From an optimization exercise on the open Yosys and OpenROAD flow, aimed at small area, a short achievable clock period and few clock cycles; shortcuts taken in it are not production practice.
Function not checked in this run: the RTL went through the layout flow alone.
Power and IR drop assume default switching activity.

==> design.v <==
module ircodec_muldiv (
    input  wire        div,      
    input  wire        bit_v,    
    input  wire [22:0] r,
    input  wire [36:0] x,
    output wire [36:0] x_next,
    output wire        ovf       
);
    localparam [14:0] DIVISOR = 15'd15625;
    wire [37:0] mul = {x, 1'b0} + (bit_v ? {15'd0, r} : 38'd0);
    wire [14:0] sh  = {x[36:23], x[22]};
    wire        ge  = sh >= DIVISOR;
    wire [14:0] sub = sh - DIVISOR;
    wire [13:0] rem = ge ? sub[13:0] : sh[13:0];
    assign x_next = div ? {rem, x[21:6], ge, 6'd0} : mul[36:0];
    assign ovf    = mul[37] | mul[36];
endmodule
module ircodec_match (
    input  wire [15:0] d,
    input  wire [17:0] lo,
    input  wire [17:0] hi,
    output wire        hit
);
    function gt16(input [15:0] a, input [15:0] b);
        reg [15:0] g, e;
        integer w, i;
        begin
            g = a & ~b;
            e = ~(a ^ b);
            for (w = 16; w > 1; w = w / 2)
                for (i = 0; i < w / 2; i = i + 1) begin
                    g[i] = g[2*i+1] | (e[2*i+1] & g[2*i]);
                    e[i] = e[2*i+1] & e[2*i];
                end
            gt16 = g[0];
        end
    endfunction
    wire above = lo[17] || (!lo[16] && gt16(d, lo[15:0]));
    wire below = hi[17] || hi[16] || gt16(hi[15:0], d);
    assign hit = above && below;
endmodule
module ircodec (
    input  wire        clk,
    input  wire        rst,
    input  wire        cmd_valid,
    output wire        cmd_ready,
    input  wire [31:0] cmd_word,
    input  wire [31:0] cmd_arg0,
    input  wire [31:0] cmd_arg1,
    output wire [31:0] res0,
    output wire [31:0] res1,
    output wire [31:0] status,
    output wire [31:0] cfg_state,
    output wire [31:0] cfg_res,
    output wire [31:0] cfg_margin,
    output wire [31:0] tt_leader,
    output wire [31:0] tt_bit0,
    output wire [31:0] tt_bit1,
    output wire [31:0] tt_ending,
    output wire [31:0] tt_margin,
    output wire [31:0] enc_state,
    output wire [31:0] seq_tx,
    output wire [31:0] seq_next,
    output wire [31:0] dec_result,
    output wire [7:0]  pl_rd_addr,
    input  wire [7:0]  pl_rd_data,
    output reg         pl_we,
    output wire [7:0]  pl_wr_addr,
    output wire [7:0]  pl_wr_data,
    output reg         tx_we,
    output wire [6:0]  tx_addr,
    output wire [31:0] tx_wdata,
    output wire [6:0]  rx_rd_addr,
    input  wire [31:0] rx_rd_data,
    output reg         dst_we,
    output wire [7:0]  dst_wr_addr,
    output wire [7:0]  dst_wr_data,
    output wire [7:0]  dst_rd_addr,
    input  wire [7:0]  dst_rd_data
);
    localparam [3:0] C_OK        = 4'h0, C_STARVED   = 4'h1, C_EMPTY     = 4'h2,
                     C_TIMING    = 4'h3, C_LEADER    = 4'h4, C_ENDING    = 4'h5,
                     C_SHORT     = 4'h6, C_LENGTH    = 4'h7, C_DESTSMALL = 4'h8,
                     C_CFGINV    = 4'h9, C_NOTINIT   = 4'hA, C_ALREADY   = 4'hB,
                     C_ILLEGAL   = 4'hC, C_ARGRANGE  = 4'hD;
    localparam [1:0] PH_LEADER = 2'd0, PH_DATA = 2'd1, PH_ENDING = 2'd2;
    localparam [4:0] S_IDLE  = 5'd0,
                     S_DISP  = 5'd1,
                     S_IMUL  = 5'd2,
                     S_IDIV  = 5'd3,
                     S_ICHK1 = 5'd4,
                     S_ICHK2 = 5'd5,
                     S_ENC   = 5'd6,
                     S_DLEAD = 5'd7,
                     S_DDATA = 5'd8,
                     S_DEND  = 5'd9,
                     S_DCOM  = 5'd10,
                     S_SB    = 5'd11,
                     S_SC    = 5'd12,
                     S_ICHK3 = 5'd13,
                     S_RST   = 5'd14,
                     S_ICHK4 = 5'd15,
                     S_ICHK5 = 5'd16;
    reg [4:0] state;
    reg       rdy;
    reg [31:0] r_res0, r_res1;
    reg [3:0]  st_code;
    reg [7:0]  st_lastop;
    reg        tt_valid;
    reg [31:0] r_cfg_res, r_cfg_margin;
    reg [15:0] t_la, t_ba, t_b1i, t_m;    
    reg [1:0]  phase;
    reg [8:0]  pcur;
    reg [2:0]  bcur;
    reg [31:0] r_seq_tx, r_seq_next;
    reg [3:0]  dec_count;
    reg [3:0]  dec_code;
    reg        dec_fresh;
    wire [15:0] t_li = {1'b0, t_la[15:1]};
    reg        illegal;
    reg [8:0]  a0l, a1l;      
    reg        a0h, a1h;      
    reg [7:0]  w;             
    reg [7:0]  wa;            
    reg [31:0] wd;            
    reg [7:0]  pd;            
    reg        sel_m, sel_l;  
    reg [7:0]  ra;            
    reg [6:0]  ri;            
    reg        done;
    reg        flag;          
    reg [3:0]  ksel;          
    reg [3:0]  post_err;      
    reg [3:0]  err_r;         
    reg [120:0] dbuf;         
    reg        x_clr;         
    reg [4:0]  ctr;
    reg [1:0]  vsel;
    reg        ovf;
    assign cmd_ready  = rdy;
    assign res0       = r_res0;
    assign res1       = r_res1;
    assign status     = {16'd0, st_lastop, 4'd0, st_code};
    assign cfg_state  = {31'd0, tt_valid};
    assign cfg_res    = r_cfg_res;
    assign cfg_margin = r_cfg_margin;
    assign tt_leader  = {t_li, t_la};
    assign tt_bit0    = {t_ba, t_ba};
    assign tt_bit1    = {t_b1i, t_ba};
    assign tt_ending  = {{16{tt_valid}}, t_ba};
    assign tt_margin  = {16'd0, t_m};
    assign enc_state  = {7'd0, pcur, 9'd0, bcur, 2'd0, phase};
    assign seq_tx     = r_seq_tx;
    assign seq_next   = r_seq_next;
    assign dec_result = {7'd0, dec_fresh, 4'd0, dec_code, 12'd0, dec_count};
    assign pl_rd_addr  = ra;
    assign rx_rd_addr  = ri;
    assign dst_rd_addr = {5'd0, ri[2:0]};
    assign pl_wr_addr  = {5'd0, wa[2:0]};
    assign tx_addr     = wa[6:0];
    assign dst_wr_addr = {4'd0, wa[3:0]};
    assign pl_wr_data  = pd;
    assign tx_wdata    = wd;
    assign dst_wr_data = {dbuf[0], dbuf[1], dbuf[2], dbuf[3],
                          dbuf[4], dbuf[5], dbuf[6], dbuf[7]};
    wire [31:0] sym_leader = {t_li, t_la};
    wire [31:0] sym_bit0   = {t_ba, t_ba};
    wire [31:0] sym_bit1   = {t_b1i, t_ba};
    wire [31:0] sym_ending = {16'hFFFF, t_ba};
    wire arg0_gt256 = a0h | (a0l[8] & (|a0l[7:0]));
    wire arg1_gt256 = a1h | (a1l[8] & (|a1l[7:0]));
    wire arg0_gt128 = a0h | a0l[8] | (a0l[7] & (|a0l[6:0]));
    wire arg1_gt128 = a1h | a1l[8] | (a1l[7] & (|a1l[6:0]));
    wire [7:0] n_m2 = a0l[7:0] - 8'd2;
    wire [3:0] kmax = n_m2[6:3];
    wire       cap_lt = !a1l[8] && (a1l[7:4] == 4'd0) && (a1l[3:0] < kmax);
    function vbit(input [1:0] vs, input [4:0] c);
        case (vs)
            2'd0:    vbit = c == 5'd13 || c == 5'd9 || c == 5'd8 || c == 5'd5 || c == 5'd3;
            2'd1:    vbit = c == 5'd9 || c == 5'd5 || c == 5'd4;
            2'd2:    vbit = c == 5'd10 || c == 5'd9 || c == 5'd7 || c == 5'd4 ||
                            c == 5'd3 || c == 5'd1;
            default: vbit = r_cfg_margin[c];
        endcase
    endfunction
    reg bit_v;                
    wire [36:0] x = x_clr ? 37'd0 : dbuf[36:0];
    wire [36:0] x_next;
    wire        x_ovf;
    ircodec_muldiv u_scale (
        .div    (state == S_IDIV),
        .bit_v  (bit_v),
        .r      (r_cfg_res[22:0]),
        .x      (x),
        .x_next (x_next),
        .ovf    (x_ovf)
    );
    wire [4:0] v_top_next = (vsel == 2'd0) ? 5'd9 : (vsel == 2'd1) ? 5'd10 : 5'd31;
    wire res_bad = (r_cfg_res == 32'd0) || (r_cfg_res > 32'd7281777);
    wire        mode_l  = rdy || sel_l;       
    wire        mode_m  = sel_m;              
    wire [15:0] n_b     = mode_l ? t_la : mode_m ? t_li : t_ba;
    wire [15:0] n_1     = mode_l ? t_li : t_b1i;
    reg  [17:0] lo_b, hi_b, lo_1, hi_1;
    wire u_act, u_i0, u_i1;
    ircodec_match u_m_act (.d(rx_rd_data[15:0]),  .lo(lo_b), .hi(hi_b), .hit(u_act));
    ircodec_match u_m_i0  (.d(rx_rd_data[31:16]), .lo(lo_b), .hi(hi_b), .hit(u_i0));
    ircodec_match u_m_i1  (.d(rx_rd_data[31:16]), .lo(lo_1), .hi(hi_1), .hit(u_i1));
    reg h_act, h_i0, h_i1;
    wire is_leader = h_act && h_i1;
    wire sym_ok    = h_act && (h_i0 || h_i1);
    wire sym_bit   = !h_i0;
    wire gap_b1 = $signed(lo_b) > $signed(hi_1);
    wire gap_1b = $signed(lo_1) > $signed(hi_b);
    reg [7:0] shot_byte;
    always @(*) begin
        case (w[2:0])
            3'd0:    shot_byte = 8'h4C;
            3'd1:    shot_byte = 8'h54;
            3'd2:    shot_byte = 8'h00;
            3'd3:    shot_byte = r_seq_tx[31:24];
            3'd4:    shot_byte = r_seq_tx[23:16];
            3'd5:    shot_byte = r_seq_tx[15:8];
            default: shot_byte = r_seq_tx[7:0];
        endcase
    end
    wire [31:0] sc_seq = {dbuf[104:97], dbuf[112:105], dbuf[120:113], dst_rd_data};
    wire        sc_hit = ({dbuf[104:97], dbuf[112:105], dbuf[120:113]} == r_seq_next[31:8]) &&
                         (dst_rd_data == r_seq_next[7:0]);
    wire acc_enc = (cmd_word == 32'd2) && tt_valid &&
                   (cmd_arg0[31:9] == 23'd0) && !(cmd_arg0[8] && (|cmd_arg0[7:0])) &&
                   (cmd_arg1[31:8] == 24'd0) && !(cmd_arg1[7] && (|cmd_arg1[6:0])) &&
                   (cmd_arg1[7:0] != 8'd0);
    wire acc_sb  = (cmd_word == 32'd4);
    wire [7:0] cur_byte = pl_rd_data;
    wire [8:0] pcur_inc = pcur + 9'd1;
    wire [1:0] e_ph = (phase == PH_LEADER) ? PH_DATA : phase;
    wire e_data  = (e_ph == PH_DATA);
    wire e_wok   = (w < a1l[7:0]);
    wire e_pclt  = (pcur < a0l);
    wire e_bit   = e_data && e_wok && e_pclt;
    wire e_end   = ((e_ph == PH_ENDING) || (e_data && !e_pclt)) && e_wok;
    task finish(input [31:0] v0, input [31:0] v1, input [3:0] code);
        begin
            r_res0  <= v0;
            r_res1  <= v1;
            st_code <= code;
            state   <= S_IDLE;
            rdy     <= 1'b1;
            ri      <= 7'd0;
            ra      <= pcur[7:0];
        end
    endtask
    task dec_fail(input [3:0] code);
        begin
            dec_count <= 4'd0;
            dec_code  <= code;
            dec_fresh <= 1'b0;
            finish(32'd0, 32'd0, code);
        end
    endtask
    task init_clear;
        begin
            t_la         <= 16'd0;
            t_ba         <= 16'd0;
            t_b1i        <= 16'd0;
            t_m          <= 16'd0;
        end
    endtask
    wire is_init = (st_lastop == 8'd1) && !illegal;
    wire cfg_clr = (state == S_RST) ||
                   (!tt_valid && !rdy && !is_init) ||
                   (state == S_DISP && is_init && !tt_valid && res_bad) ||
                   (state == S_ICHK5 && !flag);
    wire cfg_ld  = cmd_valid && rdy && !tt_valid;
    always @(posedge clk) begin
        if (cfg_clr) begin
            r_cfg_res    <= 32'd0;
            r_cfg_margin <= 32'd0;
        end else if (cfg_ld) begin
            r_cfg_res    <= cmd_arg0;
            r_cfg_margin <= cmd_arg1;
        end
    end
    always @(posedge clk) begin
        lo_b  <= {2'b00, n_b} - {2'b00, t_m};
        hi_b  <= {2'b00, n_b} + {2'b00, t_m};
        lo_1  <= {2'b00, n_1} - {2'b00, t_m};
        hi_1  <= {2'b00, n_1} + {2'b00, t_m};
        sel_m <= (state == S_ICHK1);
        sel_l <= (state == S_ICHK2);
        h_act <= u_act;
        h_i0  <= u_i0;
        h_i1  <= u_i1;
        if (state == S_DCOM || state == S_SC)
            dbuf <= {dst_rd_data, dbuf[120:8]};
        else
            dbuf <= {dbuf[119:0], sym_bit};
        if (state == S_IMUL || state == S_IDIV)
            dbuf[36:0] <= x_next;
        begin
            ri <= ri + 7'd1;
            wd     <= sym_leader;
            pd     <= 8'h4C;
            wa     <= 8'd0;
            w      <= w + 8'd1;
            case (state)
                S_RST: begin
                    state <= S_IDLE;
                    rdy   <= 1'b1;
                end
                S_IDLE: begin
                    wa      <= 8'd0;
                    wd      <= sym_leader;
                    pd      <= 8'h4C;
                    w       <= {7'd0, acc_sb || (phase == PH_LEADER)};
                    done    <= 1'b0;
                    illegal <= (cmd_word[31:8] != 24'd0) ||
                               (cmd_word[7:0] == 8'd0) || (cmd_word[7:0] > 8'd5);
                    a0l     <= cmd_arg0[8:0];
                    a1l     <= cmd_arg1[8:0];
                    a0h     <= |cmd_arg0[31:9];
                    a1h     <= |cmd_arg1[31:9];
                    ri      <= {6'd0, cmd_valid};
                    if (cmd_valid) begin
                        rdy       <= 1'b0;
                        state     <= acc_enc ? S_ENC : acc_sb ? S_SB : S_DISP;
                        tx_we     <= acc_enc && (phase == PH_LEADER);
                        pl_we     <= acc_sb;
                        st_lastop <= cmd_word[7:0];
                        ra        <= (bcur == 3'd7) ? pcur_inc[7:0] : pcur[7:0];
                    end
                end
                S_DISP: begin
                    if (illegal) begin
                        finish(32'd0, 32'd0, C_ILLEGAL);
                    end else begin
                        case (st_lastop[2:0])
                            3'd1: begin  
                                if (tt_valid) begin
                                    finish(32'd0, 32'd0, C_ALREADY);
                                end else if (res_bad) begin
                                    finish(32'd0, 32'd0, C_CFGINV);
                                end else begin
                                    x_clr <= 1'b1;
                                    bit_v <= 1'b1;      
                                    ctr   <= 5'd13;
                                    vsel  <= 2'd0;
                                    ovf   <= 1'b0;
                                    state <= S_IMUL;
                                end
                            end
                            3'd2: begin  
                                if (!tt_valid) begin
                                    finish(32'd0, 32'd0, C_NOTINIT);
                                end else if (arg0_gt256 || arg1_gt128)
                                    finish(32'd0, 32'd0, C_ARGRANGE);
                                else if (a1l[7:0] == 8'd0)
                                    finish(32'd0, 32'd0, C_STARVED);
                                else begin
                                    state <= S_ENC;
                                end
                            end
                            3'd3: begin  
                                if (!tt_valid) begin
                                    dec_fail(C_NOTINIT);
                                end else if (arg0_gt128 || arg1_gt256)
                                    dec_fail(C_ARGRANGE);
                                else if (a0l[7:1] == 7'd0)
                                    dec_fail(C_SHORT);
                                else begin
                                    ksel     <= cap_lt ? a1l[3:0] : kmax;
                                    post_err <= cap_lt ? C_DESTSMALL :
                                                (n_m2[2:0] != 3'd0) ? C_LENGTH : C_OK;
                                    state    <= S_DLEAD;
                                end
                            end
                            3'd4: begin  
                                state <= S_SB;
                            end
                            default: begin  
                                flag <= (dst_rd_data == 8'h4C);
                                w    <= 8'd1;
                                if (dec_fresh && dec_count == 4'd7)
                                    state <= S_SC;
                                else begin
                                    dec_fresh <= 1'b0;
                                    finish(32'd0, 32'd0, C_OK);  
                                end
                            end
                        endcase
                    end
                end
                S_IMUL: begin
                    x_clr <= 1'b0;
                    bit_v <= vbit(vsel, ctr - 5'd1);
                    ovf <= ovf | x_ovf;
                    ctr <= ctr - 5'd1;
                    if (ctr == 5'd0) begin
                        ctr   <= 5'd16;
                        state <= S_IDIV;
                    end
                end
                S_IDIV: begin
                    ctr <= ctr - 5'd1;
                    if (ctr == 5'd0) begin
                        case (vsel)
                            2'd0:    t_la  <= x_next[21:6];
                            2'd1:    t_ba  <= x_next[21:6];
                            2'd2:    t_b1i <= x_next[21:6];
                            default: begin
                                t_m <= x_next[21:6];
                                ovf <= ovf | x_next[22];
                            end
                        endcase
                        vsel  <= vsel + 2'd1;
                        x_clr <= 1'b1;
                        bit_v <= vbit(vsel + 2'd1, v_top_next);
                        ctr   <= v_top_next;
                        state <= (vsel == 2'd3) ? S_ICHK1 : S_IMUL;
                    end
                end
                S_ICHK1: begin
                    state <= S_ICHK2;
                end
                S_ICHK2: begin
                    flag  <= !ovf && (t_m != 16'd0) && gap_1b;
                    state <= S_ICHK3;
                end
                S_ICHK3: begin
                    flag  <= flag && gap_b1;
                    state <= S_ICHK4;
                end
                S_ICHK4: begin
                    flag  <= flag && gap_b1;
                    state <= S_ICHK5;
                end
                S_ICHK5: begin
                    if (flag) begin
                        tt_valid <= 1'b1;
                        finish(32'd0, 32'd0, C_OK);
                    end else begin
                        init_clear;
                        finish(32'd0, 32'd0, C_CFGINV);
                    end
                end
                S_ENC: begin
                    tx_we  <= 1'b0;
                    if (done) begin
                        finish({24'd0, w}, 32'd1, C_OK);
                    end else if (e_bit) begin
                        tx_we <= 1'b1;
                        wa    <= w;
                        wd    <= cur_byte[bcur] ? sym_bit1 : sym_bit0;
                        w     <= w + 8'd1;
                        phase <= PH_DATA;
                        bcur  <= bcur + 3'd1;
                        if (bcur == 3'd7)
                            pcur <= pcur_inc;
                        ra <= (bcur[2:1] == 2'b11) ? pcur_inc[7:0] : pcur[7:0];
                    end else if (e_end) begin
                        tx_we <= 1'b1;
                        wa    <= w;
                        wd    <= sym_ending;
                        w     <= w + 8'd1;
                        phase <= PH_LEADER;
                        pcur  <= 9'd0;
                        bcur  <= 3'd0;
                        done  <= 1'b1;
                    end else begin
                        phase <= (e_data && !e_pclt) ? PH_ENDING : e_ph;
                        finish({24'd0, w}, 32'd0, C_OK);
                    end
                end
                S_DLEAD: begin
                    err_r <= is_leader ? C_OK : C_LEADER;
                    w     <= {1'b0, ksel, 3'd0};
                    state <= (ksel != 4'd0) ? S_DDATA : S_DEND;
                end
                S_DDATA: begin
                    if (err_r != C_OK)
                        dec_fail(err_r);
                    else begin
                        err_r <= sym_ok ? C_OK : C_TIMING;
                        w     <= w - 8'd1;
                        if (w == 8'd1) begin
                            done   <= u_act;
                            dst_we <= sym_ok && (post_err == C_OK) && u_act;
                            wa     <= {4'd0, ksel - 4'd1};
                            state  <= S_DCOM;
                        end
                    end
                end
                S_DEND: begin
                    if (err_r != C_OK)
                        dec_fail(err_r);
                    else if (post_err != C_OK)
                        dec_fail(post_err);
                    else begin
                        done   <= h_act;
                        dst_we <= h_act && (ksel != 4'd0);
                        wa     <= {4'd0, ksel - 4'd1};
                        state  <= S_DCOM;
                    end
                end
                S_DCOM: begin
                    wa <= wa - 8'd1;
                    if (err_r != C_OK)
                        dec_fail(err_r);
                    else if (post_err != C_OK)
                        dec_fail(post_err);
                    else if (!done)
                        dec_fail(C_ENDING);
                    else if (ksel == 4'd0) begin
                        dec_count <= 4'd0;
                        dec_code  <= C_EMPTY;
                        dec_fresh <= 1'b0;
                        finish(32'd0, 32'd0, C_EMPTY);
                    end else if (wa == 8'd0) begin
                        dst_we    <= 1'b0;
                        dec_count <= ksel;
                        dec_code  <= C_OK;
                        dec_fresh <= 1'b1;
                        finish({28'd0, ksel}, 32'd0, C_OK);
                    end
                end
                S_SB: begin
                    w  <= w + 8'd1;
                    wa <= w;
                    pd <= shot_byte;
                    if (w == 8'd7) begin
                        pl_we    <= 1'b0;
                        r_seq_tx <= r_seq_tx + 32'd1;
                        finish(r_seq_tx, 32'd0, C_OK);
                    end
                end
                S_SC: begin
                    w <= w + 8'd1;
                    if (w == 8'd1 && dst_rd_data != 8'h54) flag <= 1'b0;
                    if (w == 8'd2 && dst_rd_data != 8'h00) flag <= 1'b0;
                    if (w == 8'd6) begin
                        dec_fresh <= 1'b0;
                        if (!flag)
                            finish(32'd0, 32'd0, C_OK);           
                        else if (sc_hit) begin
                            r_seq_next <= r_seq_next + 32'd1;
                            finish(32'd1, sc_seq, C_OK);          
                        end else
                            finish(32'd2, sc_seq, C_OK);          
                    end
                end
                default: begin
                    state <= S_IDLE;
                    rdy   <= 1'b1;
                end
            endcase
        end
        if (state == S_RST) begin
            r_res0       <= 32'd0;
            r_res1       <= 32'd0;
            st_code      <= C_OK;
            st_lastop    <= 8'd0;
            tt_valid     <= 1'b0;
            t_la         <= 16'd0;
            t_ba         <= 16'd0;
            t_b1i        <= 16'd0;
            t_m          <= 16'd0;
            phase        <= PH_LEADER;
            pcur         <= 9'd0;
            bcur         <= 3'd0;
            r_seq_tx     <= 32'd1;
            r_seq_next   <= 32'd1;
            dec_count    <= 4'd0;
            dec_code     <= C_OK;
            dec_fresh    <= 1'b0;
            ra           <= 8'd0;
            ri           <= 7'd0;
        end
        if (rst) begin
            state  <= S_RST;
            rdy    <= 1'b0;
            pl_we  <= 1'b0;
            tx_we  <= 1'b0;
            dst_we <= 1'b0;
        end
    end
endmodule
==> flow/run.sh <==
#!/bin/bash
# Standard layout with three changes: repair_timing aims below the clock
# period (setup margin 8.5 ns), the ports get plain buf_1 buffers, and the
# clock tree uses larger sink clusters without dummy loads. Each tool's
# output goes to its own log under orfs/logs; make's output to
# standard_make.log.
set -euo pipefail
export SETUP_SLACK_MARGIN=8.5
export BUFFER_PORTS_ARGS="-buffer_cell sky130_fd_sc_hd__buf_1"
export CTS_ARGS="-sink_clustering_enable -repair_clock_nets -dont_use_dummy_load -sink_clustering_size 24 -sink_clustering_max_diameter 80 -buf_list sky130_fd_sc_hd__clkbuf_16"
bash standard.sh > standard_make.log 2>&1
==> standard.sh <==
#!/bin/bash
# synth_recipe.tcl (not shown) runs the flow's synth.tcl, then flattens the netlist and writes it again
# the make line also repeats each setting of config.mk as NAME=value (left out here)
make -C /OpenROAD-flow-scripts/flow DESIGN_CONFIG=/design/flow/config.mk WORK_HOME=/design/flow/orfs CLKGATE_MAP_FILE= SYNTH_SCRIPT=/design/flow/synth_recipe.tcl "${@:-finish}"
==> config.mk <==
export PLATFORM = sky130hd
export DESIGN_NAME = ircodec
export DESIGN_NICKNAME = ircodec
export VERILOG_FILES = /design/flow/design.v
export SDC_FILE = /design/flow/constraint.sdc
export NUM_CORES = 4
export LEC_CHECK = 0
export CAP_MARGIN = 20
export CORE_MARGIN = 2
export CORE_UTILIZATION = 55
export SLEW_MARGIN = 20
export TNS_END_PERCENT = 5
==> constraint.sdc <==
create_clock -name core_clock -period 12.0 [get_ports {clk}]
set_input_delay 2.4000 -clock core_clock [delete_from_list [all_inputs] [get_ports {clk}]]
set_output_delay 2.4000 -clock core_clock [all_outputs]
set_load 0.01 [all_outputs]
==> run notes <==
* Run status: no timing/DRC/antenna violations
* FMAX: 245 MHz
* Share of layout cells above drive strength 1: 5.10%
* Type of the most critical hold path: reg -> reg
- Across the VDD grid, the largest voltage drop is 223 uV.
- Total gr overflow: 0
- The routed design has 121000 um of wire.
* Largest family of logic cells by synthesized area: simple AND/OR/NAND/NOR gates
- Launch instance of the worst register-to-register path: rdy
- In this run the count of I/O pins placed on the die edge is 725.
- Compared with the post-synthesis result, the final layout area differs by 9.71%.
- Area share of xor/xnor cells in the synthesized design: 5.11%
* Post-detailed-route wirelength per cell: 21.4 um
- In this run the worst setup path begins at rx_rd_data[1].
* Synth Area in Adders: 9.39%
- Delay contributed by the slowest stage of the critical path: 0.36 ns
* Mapped Cells: 4422
- Global routing consumed, over all layers together, 34.3% of the routing resources.
- The share of total power dissipated in the clock network is 17.9%.
- In this run the tightest slew margin relative to its limit is roughly 25%.
* Comb power frac: roughly two fifths
- Routed vias: 33173
- The first routing iteration left 3237 violations.
- Measured along the x axis, the die boundary spans 258 um.
* Kind of capture point of the worst setup path: flop
- The H-tree was split into 2 levels.
* TritonCTS Buffers: 38
- Clock period minus final worst setup slack: roughly 4.1 ns
- The worst hold path was traced through 2 stages.
* Worst Hold Launch: dbuf[53]
* Data arrival time of the worst path: 4.44 ns
* Wire length of the first global-routing pass: 179000 um
- Actual transition at the worst max-transition pin: 1.11 ns
- Of the total power, the share spent switching nets is 44.8%.
- CP most frequent cell: o21a_1
- The number of global-route vias before repair came to between 20000 and 30000.
- Final count of negative-setup-slack endpoints: 0
* Async set-reset flop share out of synthesis: 0%
- Primary flip-flop cell chosen by synthesis mapping: dfxtp_1
- Largest net degree at the start of global routing: roughly 130
- Root buf cell: clkbuf_16
- Estimated wirelength of the detail-placed design: around 91000 um
- The tool flagged a number of max-cap violations equal to 0.
- CTS tree: done
- Clk buf depth: 3
* Post-synthesis compound-gate area fraction: around 16%
- Final Power: approximately 7000 uW
* RSZ-0062 raised after global routing: yes
- Count of cell types in the netlist: 88
- For the final routed database, the setup TNS stands at 0 ns.
- Cells fill roughly three fifths of the core in the end.
- After clock tree synthesis, the flow added hold-fix buffers numbering 0.
- Die Ht: 258 um
* Switching power: 3140 uW
- The setup path with the least slack is of type in -> reg.
- For this design the ratio of total power to cell area is around 180 nW/um2.
* Final Net Count: 5217
* Clock Latency Late Sink: 0.62 ns
- Final weighted congestion in routability-driven placement: 0.950
- Input/output buffers: approximately 600
- The initial utilization of the core area, before any placement, comes to between 50 and 60%.
* Via-to-Cell Ratio: 5.86
- For the worst flop-to-flop path, the logic depth is 14.
- Period utilization: 34.0%
- Slowest stage cell, crit path: a221o_1
- In this run the static leakage power is ~0.016 uW.
* Largest fanout on the critical path: 2
- Of the total synthesized cell area, the portion taken by AND, OR, NAND and NOR gates is 22.1%.
- The first detailed-routing pass ran for 9 iterations.
- DRC: 0
- The final-report max-slew violation count was 0.
- Mean instance size in the synthesized netlist: 8.02 um2
- The share of the Yosys chip area taken by registers is a little over a third.
- Die area: 66500 um2
* Antenna violations before repair: 4
- Flop pwr share: 40.4%
- Antenna viol nets, final: 0
- Clock-pin slew was measured on the worst setup and hold paths at 0.09 ns.
- Synth warn: 2
* Combined area of all synthesized cells: 35500 um2
- Final Hold Viols: 0
* Core box area: roughly 64000 um2
- Count of flip-flops with a built-in enable after synthesis: just over 40
- In this run the core area contains 93 standard-cell rows.
- Mux share of post-synthesis cell area: 2.32%
- Int Power: 3880 uW
- Maximum clock skew at final layout: 0.0835 ns
- Flop and latch count out of synthesis: 605
- Counting every sink on the clock net gives 605.
- The critical path goes through buf_1 > ha_1 > and3b_1 > o21a_1 > o21a_1 > o21a_1 > o21a_1 > o41ai_4 > a32oi_2 > a221o_1.
- The worst setup path is launched from an input port.
- Required time at the endpoint of the critical path: around 12 ns
==> cell usage after synthesis (13+ instances only) <==
master / n / share of area, %
a21o_1: 65 / 1.4
o21ai_1: 40 / 0.56
o21bai_1: 13 / 0.28
a21oi_1: 303 / 4.3
and2_1: 42 / 0.74
or2_2: 13 / 0.23
nand3_1: 173 / 2.4
nor4_1: 66 / 1.2
xnor2_1: 125 / 3.1
dfxtp_1: 564 / 32
nand4_1: 61 / 1.1
a221oi_1: 13 / 0.32
a22oi_1: 21 / 0.44
nand2_1: 757 / 8.0
o21a_1: 31 / 0.66
and3_1: 43 / 0.76
o31ai_1: 16 / 0.34
ha_1: 258 / 9.1
nor2_1: 309 / 3.3
nor2b_1: 48 / 0.85
xor2_1: 82 / 2.0
buf_4: 231 / 4.9
nor3_1: 84 / 1.2
clkbuf_1: 188 / 2.0
inv_1: 210 / 2.2
o21ai_0: 166 / 2.3
a211oi_1: 47 / 1.0
o211ai_1: 13 / 0.28
mux2i_1: 54 / 1.5
nand2b_1: 32 / 0.56
a31oi_1: 25 / 0.44
buf_1: 25 / 0.26
or3_1: 24 / 0.42
edfxtp_1: 41 / 3.5
==> kinds of logic (layout without fill, tap and decap cells) <==
logic type                 Yosys count  count (layout)
and+or+nand+nor                   1711            1719
AOI/OAI and AO/OA                  906             906
buffers and inverters              662             915
DFF                                605             605
adders and majority gates          263             263
xor gates and xnor gates           207             207
muxes                               67              67
other                                1             128
==> layout by cell type (no fill, tap or decap), types with 40 or more instances in the layout <==
master / n
and2_1: 40
nor3_1: 75
clkbuf_16: 40
ha_1: 255
mux2i_1: 53
edfxtp_1: 41
o21ai_0: 159
o21ai_1: 43
a21o_1: 65
buf_1: 596
dfxtp_1: 559
nand2_1: 755
nor2_1: 301
xor2_1: 82
conb_1: 123
nand4_1: 61
buf_4: 55
nor2b_1: 45
a211oi_1: 42
a21oi_1: 297
and3_1: 42
nor4_1: 53
inv_1: 208
xnor2_1: 125
nand3_1: 170
==> layer usage <==
layer  wire length (um)  part of all wire [%]  track usage [%]  up-vias
met4               3410                   2.8             9.09        0
met5                  0                     0                0        -
li1                   -                     -                -    15766
met1              52500                    43             48.2    15708
met2              55500                    46             55.3     1508
met3               9840                   8.1             4.72      191
==> worst max-delay path: cells and delay by family <==
family,cells,cell delay [ns]
and+or+nand+nor,1,0.17
buffers and inverters,1,0.09
adders and majority gates,1,0.27
AOI/OAI and AO/OA,7,1.50
==> registers in the layout (all words and copies together), names as in the netlist, 17 cells and up <==
| register | flops |
|---|---|
| dbuf | 121 |
| hi_1 | 17 |
| hi_b | 17 |
| r_cfg_margin | 32 |
| r_cfg_res | 32 |
| r_res0 | 32 |
| r_res1 | 32 |
| r_seq_next | 32 |
| r_seq_tx | 32 |
| wd | 32 |
==> through the flow <==
stage	cell area [um2]	instances	setup WS [ns]	hold slack [ns]
floorplan	36000	4544	7.67	0.414
global placement	37100	5588	6.99	0.426
detailed placement	37100	5588	6.89	0.427
CTS	38200	5634	7.92	0.373
global route	38900	5663	7.84	0.404
finish	38900	5665	7.92	0.383
==> final timing paths <==
check        endpoint  slack, ns
min          dbuf[54]       0.38
max              done       7.92
min reg2reg  dbuf[54]       0.38
max reg2reg  hi_1[16]       8.15
==> area by class of cell <==
| cell class | count | area [um2] |
|---|---|---|
| inverter | 211 | 797 |
| tap | 855 | 1070 |
| clock buffer | 38 | 951 |
| multi-input combinational | 3285 | 20700 |
| antenna | 5 | 12.5 |
| timing repair buffer | 666 | 2860 |
| fill | 6093 | 25200 |
| sequential | 605 | 12500 |
==> timing repair <==
| item | in CTS | in global routing |
|---|---|---|
| setup endpoints to repair | 763 | 781 |
| gates cloned | 3 | 7 |
| hold endpoints to repair | 0 | 0 |
| resized for setup | 16 | 113 |
| buffers inserted | 5 | 19 |
| pin swaps | 5 | 51 |
==> power by group through the flow <==
stage / registers [uW] / logic, uW / clock network [uW]
6_report: 2840 / 2930 / 1260
5_1_grt: 2870 / 3190 / 1340
4_1_cts: 2820 / 2820 / 1280
3_5_place_dp: 2860 / 2780 / 0
3_3_place_gp: 2870 / 2770 / 0
2_1_floorplan: 2690 / 2070 / 0

==> separate check: timing with driven ports <==
Ports are ideal in the flow. The routed layout listed here was re-timed in OpenROAD. Step 1 sets driving cells, clkbuf_16 on the clock port and buf_2 on the other inputs (assumed; they add their load-dependent delay and slew). Step 2 also shifts input and output timing later by t, the mid clock arrival at the registers, as if the neighbouring blocks saw the same clock. Slacks: ideal / step 1 / step 2; pairs: ideal / step 1.
shift t [ns]: 0.639
setup slack, ns: 7.918 / 7.963 / 7.324
cell pins on the clock port's net: 1
After both steps this run still meets setup and hold. For this run, drivers alone change the setup slack by +0.045 ns; drivers and shift together by -0.594 ns.
